Context: an optimization exercise on an open-source flow, tuned for small area, a short achievable clock period and few clock cycles per item. The choices shown serve that exercise and are no tape-out recipe. At most, simulation tests tie the RTL to the original design; equivalence was not proved. Power figures rest on the tool's default switching activity, not on a simulated workload.

== old ==
// tc_uplink_codec
module tc_uplink_codec (
    input  wire        clk,
    input  wire        rst_n,
    input  wire        in_valid,
    output reg         in_ready,
    input  wire [7:0]  in_data,
    input  wire        in_last,
    input  wire [1:0]  in_op,
    output reg         out_valid,
    input  wire        out_ready,
    output reg  [7:0]  out_data,
    output reg         out_last,
    output wire [15:0] out_res
);
    localparam [1:0] OP_CRC  = 2'd0;
    localparam [1:0] OP_SCR  = 2'd1;
    localparam [1:0] OP_CLTU = 2'd2;
    localparam [1:0] OP_TC   = 2'd3;
    localparam [2:0] S_IDLE  = 3'd0;
    localparam [2:0] S_SYNC1 = 3'd1;
    localparam [2:0] S_BODY  = 3'd2;
    localparam [2:0] S_FILL  = 3'd3;
    localparam [2:0] S_PAR   = 3'd4;
    localparam [2:0] S_TAIL  = 3'd5;
    localparam [1:0] SRC_DATA  = 2'd0;
    localparam [1:0] SRC_CRCHI = 2'd1;
    localparam [1:0] SRC_CRCLO = 2'd2;
    localparam [1:0] SRC_DONE  = 2'd3;
    function [15:0] crc16_byte;
        input [15:0] c;
        input [7:0]  b;
        integer k;
        reg [15:0] r;
        begin
            r = c ^ {b, 8'h00};
            for (k = 0; k < 8; k = k + 1)
                r = r[15] ? ((r << 1) ^ 16'h1021) : (r << 1);
            crc16_byte = r;
        end
    endfunction
    function [7:0] par_step;
        input [7:0] a;
        input [7:0] b;
        reg [7:0] x;
        begin
            x = a ^ b;
            par_step = {x[6:0], x[7]};
        end
    endfunction
    function [7:0] scr_step;
        input [7:0] y;
        scr_step = {y[0] ^ y[2] ^ y[7], y[4] ^ y[7], y[3] ^ y[6], y[2] ^ y[5],
                    y[1] ^ y[4], y[0] ^ y[3], y[0] ^ y[7], y[1] ^ y[4] ^ y[7]};
    endfunction
    reg [2:0]  state;
  ...
Size: about 560 cells after synthesis, about 66 flip-flops, ~42 I/O pins.
==> module tc_uplink_codec, before the edit <==
module tc_uplink_codec (
    input  wire        clk,
    input  wire        rst_n,
    input  wire        in_valid,
    output reg         in_ready,
    input  wire [7:0]  in_data,
    input  wire        in_last,
    input  wire [1:0]  in_op,
    output reg         out_valid,
    input  wire        out_ready,
    output reg  [7:0]  out_data,
    output reg         out_last,
    output wire [15:0] out_res
);
    localparam [1:0] OP_CRC  = 2'd0;
    localparam [1:0] OP_SCR  = 2'd1;
    localparam [1:0] OP_CLTU = 2'd2;
    localparam [1:0] OP_TC   = 2'd3;
    localparam [2:0] S_IDLE  = 3'd0;
    localparam [2:0] S_SYNC1 = 3'd1;
    localparam [2:0] S_BODY  = 3'd2;
    localparam [2:0] S_FILL  = 3'd3;
    localparam [2:0] S_PAR   = 3'd4;
    localparam [2:0] S_TAIL  = 3'd5;
    localparam [1:0] SRC_DATA  = 2'd0;
    localparam [1:0] SRC_CRCHI = 2'd1;
    localparam [1:0] SRC_CRCLO = 2'd2;
    localparam [1:0] SRC_DONE  = 2'd3;
    function [15:0] crc16_byte;
        input [15:0] c;
        input [7:0]  b;
        integer k;
        reg [15:0] r;
        begin
            r = c ^ {b, 8'h00};
            for (k = 0; k < 8; k = k + 1)
                r = r[15] ? ((r << 1) ^ 16'h1021) : (r << 1);
            crc16_byte = r;
        end
    endfunction
    function [7:0] par_step;
        input [7:0] a;
        input [7:0] b;
        reg [7:0] x;
        begin
            x = a ^ b;
            par_step = {x[6:0], x[7]};
        end
    endfunction
    function [7:0] scr_step;
        input [7:0] y;
        scr_step = {y[0] ^ y[2] ^ y[7], y[4] ^ y[7], y[3] ^ y[6], y[2] ^ y[5],
                    y[1] ^ y[4], y[0] ^ y[3], y[0] ^ y[7], y[1] ^ y[4] ^ y[7]};
    endfunction
    reg [2:0]  state;
    reg [1:0]  op;
    reg [1:0]  src;
    reg        first;      
    reg [15:0] res;        
    reg        carry;      
    reg [7:0]  scr;        
    reg [7:0]  blk_par;    
    reg [2:0]  cnt;        
    reg        int_go;     
    reg        skid_full;
    reg [7:0]  skid_data;
    reg        skid_last;
    assign out_res = res;
    wire st_idle = (state == S_IDLE);
    wire st_body = (state == S_BODY);
    wire st_fill = (state == S_FILL);
    wire st_par  = (state == S_PAR);
    wire st_tail = (state == S_TAIL);
    wire op_crc  = (op == OP_CRC) || (op == OP_TC);
    wire op_scr  = (op == OP_SCR) || (op == OP_TC);
    wire op_cltu = op[1];
    wire load = !out_valid || out_ready;
    wire idle_go = st_idle && in_valid && !skid_full &&
                   !(out_valid && out_last && !out_ready);
    wire take    = in_ready && in_valid;
    wire prod    = take || int_go || (idle_go && in_op[1]);
    reg [7:0] pay_byte;
    always @(*) begin
        case (src)
            SRC_CRCHI: pay_byte = res[15:8];
            SRC_CRCLO: pay_byte = res[7:0];
            default:   pay_byte = in_data;
        endcase
    end
    wire [7:0] coded_byte = op_scr ? (pay_byte ^ scr) : pay_byte;
    reg [1:0] src_next;
    always @(*) begin
        case (src)
            SRC_DATA:  src_next = in_last ? (op_crc ? SRC_CRCHI : SRC_DONE) : SRC_DATA;
            SRC_CRCHI: src_next = SRC_CRCLO;
            default:   src_next = SRC_DONE;
        endcase
    end
    wire pay_final = (src_next == SRC_DONE);
    reg [7:0] prod_data;
    reg       prod_last;
    always @(*) begin
        prod_data = coded_byte;
        prod_last = 1'b0;
        case (state)
            S_IDLE:  prod_data = 8'hEB;
            S_SYNC1: prod_data = 8'h90;
            S_BODY:  prod_last = !op_cltu && pay_final;
            S_FILL:  prod_data = 8'h55;
            S_PAR:   prod_data = blk_par;
            S_TAIL: begin
                prod_data = 8'hC5;
                prod_last = (cnt == 3'd6);
            end
            default: ;
        endcase
    end
    reg [2:0] state_next;
    reg [1:0] src_upd;
    always @(*) begin
        state_next = state;
        src_upd    = src;
        case (state)
            S_IDLE: begin
                src_upd = SRC_DATA;
                if (idle_go)
                    state_next = in_op[1] ? S_SYNC1 : S_BODY;
            end
            S_SYNC1: if (prod) state_next = S_BODY;
            S_BODY: if (prod) begin
                src_upd = src_next;
                if (op_cltu) begin
                    if (cnt == 3'd6)
                        state_next = S_PAR;
                    else if (pay_final)
                        state_next = S_FILL;
                end else if (pay_final) begin
                    state_next = S_IDLE;
                end
            end
            S_FILL: if (prod && cnt == 3'd6) state_next = S_PAR;
            S_PAR:  if (prod) state_next = (src == SRC_DONE) ? S_TAIL : S_BODY;
            S_TAIL: if (prod && cnt == 3'd6) state_next = S_IDLE;
            default: state_next = S_IDLE;
        endcase
    end
    wire skid_next = !load && (skid_full || prod);
    wire body_data_next = (state_next == S_BODY) && (src_upd == SRC_DATA);
    wire int_next  = (state_next == S_SYNC1) || (state_next == S_FILL) ||
                     (state_next == S_PAR) || (state_next == S_TAIL) ||
                     ((state_next == S_BODY) && (src_upd == SRC_CRCHI || src_upd == SRC_CRCLO));
    always @(posedge clk) begin
        if (!rst_n) begin
            out_valid <= 1'b0;
            skid_full <= 1'b0;
        end else begin
            skid_full <= skid_next;
            if (load)
                out_valid <= skid_full || prod;
        end
        if (load) begin
            out_data <= skid_full ? skid_data : prod_data;
            out_last <= skid_full ? skid_last : prod_last;
        end
        if (!skid_full) begin
            skid_data <= prod_data;
            skid_last <= prod_last;
        end
    end
    wire       cin   = st_par || carry;
    wire [2:0] pair  = {1'b0, res[1:0]} + {2'b00, cin};
    always @(posedge clk) begin
        if (!rst_n) begin
            state    <= S_IDLE;
            in_ready <= 1'b0;
            int_go   <= 1'b0;
        end else begin
            state    <= state_next;
            in_ready <= body_data_next && !skid_next;
            int_go   <= int_next && !skid_next;
        end
        src <= src_upd;
        if (st_idle) begin
            scr     <= 8'hFF;
            first   <= 1'b1;
            blk_par <= 8'h00;
            cnt     <= 3'd0;
            carry   <= 1'b0;
        end
        if (idle_go) begin
            op  <= in_op;
            res <= {16{in_op[0] ~^ in_op[1]}};
        end
        if (prod && !st_idle) begin
            if (op == OP_CLTU) begin
                res   <= {pair[1:0], res[15:2]};
                carry <= pair[2];
            end
            if (st_body || st_fill || st_par)
                blk_par <= par_step(blk_par, prod_data);
            if (op_cltu && (st_body || st_fill || st_tail))
                cnt <= (cnt == 3'd6) ? 3'd0 : cnt + 3'd1;
        end
        if (take) begin
            first <= 1'b0;
            case (op)
                OP_SCR:  res[7:0] <= par_step(res[7:0], in_data);
                OP_CLTU: ;
                default: res <= crc16_byte(res, in_data);
            endcase
        end
        if (prod && st_body) begin
            scr <= scr_step(scr);
            if (first) begin
                scr[0] <= 1'b0;
                scr[1] <= 1'b1;
                scr[5] <= 1'b1;
                scr[6] <= 1'b1;
                scr[7] <= 1'b0;
            end
        end
    end
endmodule
export LEC_CHECK = 0
export ABC_AREA = 1
export CAP_MARGIN = 20
export CORE_MARGIN = 2
export CORE_UTILIZATION = 40
export PLACE_DENSITY = 0.6
export SETUP_SLACK_MARGIN = 2.8
export SLEW_MARGIN = 20
create_clock -name core_clock -period 5.0 [get_ports {clk}]
standard.sh (not shown) runs the stock make flow with config.mk's settings and CLKGATE_MAP_FILE= SYNTH_SCRIPT=/design/flow/synth_recipe.tcl, a recipe that flattens the netlist after the stock synthesis.
==> flow/flow/run.sh <==
#!/bin/bash
# Standard layout, with plain buffers (not delay cells) on the ports.
set -euo pipefail
export BUFFER_PORTS_ARGS="-buffer_cell sky130_fd_sc_hd__buf_2"
bash standard.sh > standard.log 2>&1
Testbench counts of old, summed over its fixed seeds: cycles 19,099, bytes 15,499.
#### Input delta (new over old)
--- a/flow/design.v
+++ b/flow/design.v
@@ -108,11 +108,11 @@
             S_BODY:  prod_last = !op_cltu && pay_final;
             S_FILL:  prod_data = 8'h55;
             S_PAR:   prod_data = blk_par;
             S_TAIL: begin
                 prod_data = 8'hC5;
-                prod_last = (cnt == 3'd6);
+                prod_last = (cnt == 3'b100);
             end
             default: ;
         endcase
     end
     reg [2:0] state_next;
@@ -128,29 +128,54 @@
             end
             S_SYNC1: if (prod) state_next = S_BODY;
             S_BODY: if (prod) begin
                 src_upd = src_next;
                 if (op_cltu) begin
-                    if (cnt == 3'd6)
+                    if (cnt == 3'b100)
                         state_next = S_PAR;
                     else if (pay_final)
                         state_next = S_FILL;
                 end else if (pay_final) begin
                     state_next = S_IDLE;
                 end
             end
-            S_FILL: if (prod && cnt == 3'd6) state_next = S_PAR;
+            S_FILL: if (prod && cnt == 3'b100) state_next = S_PAR;
             S_PAR:  if (prod) state_next = (src == SRC_DONE) ? S_TAIL : S_BODY;
-            S_TAIL: if (prod && cnt == 3'd6) state_next = S_IDLE;
+            S_TAIL: if (prod && cnt == 3'b100) state_next = S_IDLE;
             default: state_next = S_IDLE;
         endcase
     end
     wire skid_next = !load && (skid_full || prod);
-    wire body_data_next = (state_next == S_BODY) && (src_upd == SRC_DATA);
-    wire int_next  = (state_next == S_SYNC1) || (state_next == S_FILL) ||
-                     (state_next == S_PAR) || (state_next == S_TAIL) ||
-                     ((state_next == S_BODY) && (src_upd == SRC_CRCHI || src_upd == SRC_CRCLO));
+    wire st_bd    = st_body && (src == SRC_DATA);
+    wire idle_eb  = idle_go && in_op[1];
+    wire cnt_end  = (cnt == 3'b100);
+    wire cltu_end = op_cltu && cnt_end;
+    reg  bd_int, bd_data;    
+    always @(*) begin
+        bd_int  = 1'b0;
+        bd_data = 1'b0;
+        case (state)
+            S_SYNC1: begin
+                bd_int  = !int_go;
+                bd_data = int_go;
+            end
+            S_BODY: bd_int = !(int_go && src == SRC_CRCLO && !op_cltu);
+            S_FILL: bd_int = 1'b1;
+            S_PAR: begin
+                bd_int  = !int_go || (src != SRC_DATA);
+                bd_data = int_go && (src == SRC_DATA);
+            end
+            S_TAIL: bd_int = !(int_go && cnt_end);
+            default: ;
+        endcase
+    end
+    wire take_int1 = op_crc || op_cltu;
+    wire data_int  = in_last ? take_int1 : cltu_end;
+    wire body_data_next = st_idle ? (idle_go && !in_op[1]) :
+                          st_bd   ? (!take || (!in_last && !cltu_end)) : bd_data;
+    wire int_next  = st_idle ? idle_eb :
+                     st_bd   ? (take && data_int) : bd_int;
     always @(posedge clk) begin
         if (!rst_n) begin
             out_valid <= 1'b0;
             skid_full <= 1'b0;
         end else begin
@@ -182,11 +207,11 @@
         src <= src_upd;
         if (st_idle) begin
             scr     <= 8'hFF;
             first   <= 1'b1;
             blk_par <= 8'h00;
-            cnt     <= 3'd0;
+            cnt     <= 3'b001;
             carry   <= 1'b0;
         end
         if (idle_go) begin
             op  <= in_op;
             res <= {16{in_op[0] ~^ in_op[1]}};
@@ -197,18 +222,18 @@
                 carry <= pair[2];
             end
             if (st_body || st_fill || st_par)
                 blk_par <= par_step(blk_par, prod_data);
             if (op_cltu && (st_body || st_fill || st_tail))
-                cnt <= (cnt == 3'd6) ? 3'd0 : cnt + 3'd1;
+                cnt <= {cnt[1:0], cnt[2] ^ cnt[1]};
         end
         if (take) begin
             first <= 1'b0;
             case (op)
                 OP_SCR:  res[7:0] <= par_step(res[7:0], in_data);
                 OP_CLTU: ;
-                default: res <= crc16_byte(res, in_data);
+                default: res <= crc16_byte(res, 8'h00) ^ crc16_byte(16'h0000, in_data);
             endcase
         end
         if (prod && st_body) begin
             scr <= scr_step(scr);
             if (first) begin
## What came out
Per the comparison of new with old, part of the total power dissipated in the clock network decreased 1.4 points; area of the multi-input gates increased 4.9%; final standard cell count with taps included and fillers excluded increased 42.
Side by side, share of total power in sequential cells turned out lower in new than in old.
Of new and old, the higher detailed-placement wirelength estimate belongs to new.
Compared new vs old, and met2 usage is up in new.
Reported for new and old, count of unresolved DRC violations after routing turned out identical to the last digit.
old ended up with ha_4 as its master of the slowest instance on the critical path; new ended up with dfxtp_1.
In new, the sequential share of layout area came out 0.59 points below the value in old.
Of new and old, it is new that has the lower fraction of the mapped netlist area in compound gates.
new has more setup slack than old.
For new, only the layout was checked, not whether the RTL still works.

what the ideal ports hide:
The flow's constraints put no driver on any port. The routed layouts listed below were extracted and timed again, unchanged, in two steps. Step 1 assumes that a clkbuf_16 drives the clock port and a buf_2 every other input. Step 2 times the ports against the registers' clock, not the clock port: input delays grow and output delays shrink by t, the midpoint of the rising clock arrivals with the driver on. Three values: ideal ports, drivers, drivers and shift; two values: the first two.
run | t, ns | slack for setup (ns) | hold WS [ns] | latest minus earliest clock arrival (ns)
old | 0.371 | 2.835 / 2.845 / 2.473 | 0.467 / 0.467 / 0.467 | 0.013 / 0.013
new | 0.387 | 2.874 / 2.842 / 2.551 | 0.469 / 0.469 / 0.469 | 0.008 / 0.008
After both steps every run listed still meets setup and hold. The setup slack of old, which loses most, moves by +0.010 ns with the drivers and by -0.362 ns with both steps.
